Source: an optimization exercise on an open RTL-to-GDS flow (aim: small area, a short achievable clock period and few clock cycles per item). Production flows keep margins and buffers that such runs may drop.
Function was checked by simulation only, so behaviour that the tests miss may differ from the original.

==> design/flow/design.v <==
module mag_preamble (
    input  wire        clk,
    input  wire        rst,           
    input  wire        in_valid,
    output wire        in_ready,
    input  wire [7:0]  in_i,
    input  wire [7:0]  in_q,
    output wire        out_valid,
    input  wire        out_ready,
    output wire [15:0] out_mag,
    output wire [3:0]  out_verdict
);
    localparam [1:0] S_IDLE = 2'd0,
                     S_CALC = 2'd1,
                     S_OUT  = 2'd2;
    reg [1:0]  state;
    reg [4:0]  step;        
    reg [33:0] rad;         
    reg [19:0] rem;         
    reg [16:0] root;        
    reg [15:0] win [0:15];
    wire [7:0]  dev_i = (in_i > 8'd127) ? (in_i - 8'd127) : (8'd127 - in_i);
    wire [7:0]  dev_q = (in_q > 8'd127) ? (in_q - 8'd127) : (8'd127 - in_q);
    wire [15:0] dist2 = dev_i * dev_i + dev_q * dev_q;        
    wire [33:0] rad_in = dist2 * 34'd518400;
    wire [19:0] rem_sh   = {rem[17:0], rad[33:32]};
    wire [19:0] trial    = {1'b0, root, 2'b01};
    wire        take     = rem_sh >= trial;
    wire [19:0] rem_nx   = take ? (rem_sh - trial) : rem_sh;
    wire [16:0] root_nx  = {root[15:0], take};
    wire [16:0] root_rnd = root_nx + 17'd1;
    wire [15:0] mag_nx   = root_rnd[16:1];
    assign in_ready  = (state == S_IDLE);
    assign out_valid = (state == S_OUT);
    integer k;
    always @(posedge clk) begin
        if (rst) begin
            state <= S_IDLE;
            step  <= 5'd0;
            rad   <= 34'd0;
            rem   <= 20'd0;
            root  <= 17'd0;
            for (k = 0; k < 16; k = k + 1)
                win[k] <= 16'd0;
        end else begin
            case (state)
                S_IDLE: begin
                    if (in_valid) begin
                        rad   <= rad_in;
                        rem   <= 20'd0;
                        root  <= 17'd0;
                        step  <= 5'd16;
                        state <= S_CALC;
                    end
                end
                S_CALC: begin
                    rad  <= {rad[31:0], 2'b00};
                    rem  <= rem_nx;
                    root <= root_nx;
                    step <= step - 5'd1;
                    if (step == 5'd0) begin
                        for (k = 0; k < 15; k = k + 1)
                            win[k] <= win[k+1];
                        win[15] <= mag_nx;
                        state   <= S_OUT;
                    end
                end
                S_OUT: begin
                    if (out_ready)
                        state <= S_IDLE;
                end
                default: state <= S_IDLE;
            endcase
        end
    end
    wire [15:0] s0  = win[0],  s1  = win[1],  s2  = win[2],  s3  = win[3];
    wire [15:0] s4  = win[4],  s5  = win[5],  s6  = win[6],  s7  = win[7];
    wire [15:0] s8  = win[8],  s9  = win[9],  s10 = win[10], s11 = win[11];
    wire [15:0] s12 = win[12], s13 = win[13], s14 = win[14], s15 = win[15];
    wire [17:0] peak_sum  = s0 + s2 + s7 + s9;
    wire [15:0] mean_high = peak_sum[17:2];
    wire [17:0] mean3     = 3 * mean_high;
    wire fail1 = s0 <= s1;
    wire fail2 = s1 >= s2;
    wire fail3 = (s2 <= s3) || (s2 <= s4) || (s2 <= s5) || (s2 <= s6);
    wire fail4 = s6 >= s7;
    wire fail5 = s7 <= s8;
    wire fail6 = s8 >= s9;
    wire fail7 = (s9 <= s10) || (s9 <= s11) || (s9 <= s12) ||
                 (s9 <= s13) || (s9 <= s14) || (s9 <= s15);
    wire noisy = (mean_high == 16'd0) ||
                 ({2'b00, s0} >= mean3) || ({2'b00, s2} >= mean3) ||
                 ({2'b00, s7} >= mean3) || ({2'b00, s9} >= mean3);
    reg [3:0] verdict;
    always @(*) begin
        if      (fail1) verdict = 4'd1;
        else if (fail2) verdict = 4'd2;
        else if (fail3) verdict = 4'd3;
        else if (fail4) verdict = 4'd4;
        else if (fail5) verdict = 4'd5;
        else if (fail6) verdict = 4'd6;
        else if (fail7) verdict = 4'd7;
        else if (noisy) verdict = 4'd8;
        else            verdict = 4'd0;
    end
    assign out_mag     = s15;
    assign out_verdict = verdict;
endmodule
==> design/flow/run.sh <==
#!/bin/bash
# synth_recipe.tcl (not shown) runs the flow's synth.tcl, then flattens the netlist and writes it again
# the make line also repeats each setting of config.mk as NAME=value (left out here)
make -C /OpenROAD-flow-scripts/flow DESIGN_CONFIG=/design/flow/config.mk WORK_HOME=/design/flow/orfs CLKGATE_MAP_FILE= SYNTH_SCRIPT=/design/flow/synth_recipe.tcl finish
==> design/flow/config.mk <==
export PLATFORM = sky130hd
export DESIGN_NAME = mag_preamble
export DESIGN_NICKNAME = mag_preamble
export VERILOG_FILES = /design/flow/design.v
export SDC_FILE = /design/flow/constraint.sdc
export NUM_CORES = 4
export LEC_CHECK = 0
export CAP_MARGIN = 20
export CORE_MARGIN = 2
export CORE_UTILIZATION = 40
export SLEW_MARGIN = 20
==> design/flow/constraint.sdc <==
create_clock -name core_clock -period 12.0 [get_ports {clk}]
set_input_delay 2.4000 -clock core_clock [delete_from_list [all_inputs] [get_ports {clk}]]
set_output_delay 2.4000 -clock core_clock [all_outputs]
set_load 0.01 [all_outputs]
==> flow_metrics.py <==
metrics = {
    "finish": {
        "post-route-cell-area_um2": 33100,
        "areaGrowthSynthToFinish_pct": 15.4,
        "finalCoreUtilization_pct": 46.5,
        "insertedDiodeCount": 0,
        "layout.filler_cells": 7031,
        "layout-drive-gt1-share_pct": 9.39,
        "layout.nets": 4358,
        "sequential_cell_area_in_the_final_layout_um2": 6490,
        "multi_input_area_um2": 20400,
    },
    "yosys": {
        "ys_seq_elements": 324,
        "post_synth.cell_area_avg_um2": 8.17,
        "postSynth.topFlopCell": "sky130_fd_sc_hd__dfxtp_1",
        "number_of_warning_messages_in_the_yosys_log": 2,
        "synth_enable_flop_cells": 0,
        "most_used_standard_cell_by_instance_count_after_synthesis": "sky130_fd_sc_hd__nand2_1",
        "synth-seq-area-share_pct": 22.6,
        "synth.cell_area_um2": 28700,
        "synth_top_area_cell": "sky130_fd_sc_hd__dfxtp_1",
        "synth.top_cells.by_count": "sky130_fd_sc_hd__nand2_1, sky130_fd_sc_hd__ha_1, sky130_fd_sc_hd__inv_1, sky130_fd_sc_hd__a21oi_1, sky130_fd_sc_hd__dfxtp_1",
        "yosys-top-cells-area": "sky130_fd_sc_hd__dfxtp_1, sky130_fd_sc_hd__ha_1, sky130_fd_sc_hd__fa_1, sky130_fd_sc_hd__nand2_1, sky130_fd_sc_hd__a21oi_1",
        "synth_cell_types": 81,
        "synth_async_sr_flop_share_pct": 0,
        "synthDominantCellAreaShare_pct": 22.6,
        "syn_inst": 3512,
    },
    "global_routing": {
        "grt_start_max_net_pins": 91,
        "global_route_wire_length_before_repair_um": 120000,
        "grt_pass1_vias": 23100,
        "global_route.peak_usage_layer": "met2",
        "grt_antenna_before_repair": 0,
        "gr-usage-met3_pct": 2.31,
        "grt_use_met2_pct": 34.3,
        "global_route_usage_sum_pct": 19.7,
        "global_route.overflow_total": 0,
        "gr-usage-met1_pct": 26.1,
    },
    "floorplan": {
        "core_region_area_um2": 71200,
        "area_enclosed_by_the_die_boundary_um2": 73900,
        "fp.dieW_um": 272,
        "fp.dieH_um": 272,
        "initial_core_util_pct": 40.3,
        "total_number_of_placement_rows": 98,
        "boundaryPins": 42,
    },
    "setup_path": {
        "critPathKind": "in -> reg",
        "ff2ff_setup_slack_ps": 7410,
        "cp_data_required_time_ps": 12440,
        "r2r_cells": 18,
        "endpoint_kind_of_the_worst_setup_timing_path": "register",
        "cp_common_cell": "sky130_fd_sc_hd__fa_1",
        "crit_path_top_delay_cell": "sky130_fd_sc_hd__fa_1",
        "worstReg2RegStart": "root[0]",
        "timing.critical_path.fanout_max": 4,
        "rr_endpoint": "win[15][15]",
        "crit_path_max_incr_delay_ps": 560,
        "cp_data_arrival_time_ps": 12020,
        "start_kind": "primary input",
    },
    "route": {
        "routedWlPerCell_um": 15.7,
        "route.detailed.vias_per_inst": 5.11,
        "detailroute.via_count": 23800,
        "detailedRoute.firstPassIterationCount": 9,
        "wl_um": 73100,
        "drc": 0,
        "number_of_violations_reported_at_the_end_of_detailed_routing_iteration_0": 1258,
        "antenna_nets_post_route": 0,
    },
    "clock_network": {
        "clkLatencyLatePin_ps": 570,
        "cts.reportedPaths.clkPinSlew_ps": 70,
        "h_tree_lvl_count": 2,
        "tritoncts": "done",
        "tritoncts_num_sinks": 324,
        "clockRootBuffer": "sky130_fd_sc_hd__clkbuf_16",
        "cts_made_buffers": 40,
        "clockBufferDepth": 3,
    },
    "placed_design": {
        "buffer_ports.inserted": 41,
        "post-dp-hpwl_um": 56300,
        "finalWeightedCongestion": 0.874,
        "detailed_place.area_um2": 31300,
    },
    "timing": {
        "worst_pin_slew_ps": 1040,
        "setup_viol": 0,
        "slew_viol_final": 0,
        "final_critical_period_ps": 11580,
        "period_utilization_post_route_pct": 96.5,
        "hold_viol_final": 0,
        "final.setup_skew_ps": 21.1,
        "maxSlewHeadroom_pct": 29.0,
        "max_clock_freq_mhz": 86.3,
    },
    "run_status": {
        "status": "timing/DRC/antenna clean",
    },
    "hold_path": {
        "hp-class": "reg -> reg",
        "whs_endpoint": "win[10][9]",
        "hold_path_depth": 2,
        "hold_path.startpoint": "win[11][9]",
    },
    "job": {
        "max-cap-violations": 0,
    },
}
placed cells by master (no fill, tap or decap), drive strengths merged, types with 18 or more instances in the layout:
master	count
a22oi	25
nor2b	38
xor2	48
clkbuf	55
dfxtp	324
buf	192
clkdlybuf4s50	27
xnor2	83
o21ai	99
nor3	19
nand2	594
inv	478
o21a	18
a21o	86
nor2	157
nand4	54
and2	19
ha	502
a21oi	383
nand3	45
a211oi	32
nand2b	29
fa	155
per-stage QoR:
step                      TNS [ps]  hold WS (ps)  std cells  setup slack [ps]
final                            0           461       4658               416
after global routing         -70.8           484       4658             -35.9
after CTS                        0           459       4648              19.9
after detailed placement     -5210           460       4579              -670
after global placement       -4320           455       4579              -602
after floorplan              -21.0           445       3522             -21.0
logic make-up (layout without fill, tap and decap cells):
logic type,count (synthesis),count (layout),share of synthesized area (%)
buffers and inverters,593,779,7.81
AO/OA/AOI/OAI,776,776,16.8
adder cells (fa/ha/maj),658,658,32.8
other,2,12,0.0262
flip-flops,324,324,22.6
XOR/XNOR,131,131,4.11
AND/OR/NAND/NOR,1016,1016,15.5
multiplexers,12,12,0.423
registers in the layout, indices dropped and copies added, names as in the netlist:
signal,cells
rad,26
rem,18
root,17
state,2
step,5
win,256
area by class of cell:
cell class                      count  share of cell area [%]
Clock inverter                     14                   0.609
Inverter                          478                    5.42
Timing Repair Buffer              232                    5.73
Tap cell                          950                    3.59
Clock buffer                       55                    3.38
Multi-Input combinational cell   2605                    61.7
Sequential cell                   324                    19.6
worst max-delay path: cells and delay by family:
kind | cells | cell delay (ps)
AOI/OAI and AO/OA | 8 | 1690
xor gates and xnor gates | 3 | 400
adders and majority gates | 12 | 5410
buffers and inverters | 10 | 1190
and+or+nand+nor | 9 | 920
how the worst max path moves through the flow:
stage / start / end / slack [ps] / cells past startpoint
finish: in_i[5] / rad[28] / 420 / 42
floorplan: in_i[7] / rad[28] / -20 / 37
detailed placement: in_q[0] / rad[28] / -670 / 37
global placement: in_q[0] / rad[28] / -600 / 38
CTS: in_i[2] / rad[31] / 20 / 41
global route: in_i[5] / rad[31] / -40 / 41
routing by layer:
| layer | part of all wire [%] | vias up |
|---|---|---|
| met2 | 48 | 271 |
| met4 | 2.1 | 0 |
| met1 | 47 | 11300 |
| met3 | 2.9 | 87 |
| li1 | - | 12200 |
| met5 | 0 | - |
repair_timing:
item	4_1_cts	5_1_grt
hold buffers	0	0
resized for setup	4	80
setup endpoints to repair	4	11
cloned	0	0
pin swaps	1	38
setup buffers	0	10
Testbench counts, summed over its fixed seeds: cycles 114,000, items 6,000.

==> afterwards: timing with drivers on the ports <==
The results above use ideal ports. As a check the final layout listed here was re-extracted and re-timed, cells and wires unchanged. Step 1 assumes that a clkbuf_16 drives the clock port and a buf_2 every other input. Step 2 also shifts input and output timing later by t, the mid clock arrival at the registers, as if the neighbouring blocks saw the same clock. Three values: ideal ports, drivers, drivers and shift; two values: the first two.
shift t [ns]: 0.619
setup WS [ns]: 0.416 / 0.455 / -0.164
worst hold slack (ns): 0.461 / 0.461 / 0.461
worst register clock-pin slew, ns: 0.07 / 0.07
With both steps, setup timing fails in this run, where it was met with ideal ports. For this run, drivers alone change the setup slack by +0.039 ns; drivers and shift together by -0.580 ns.
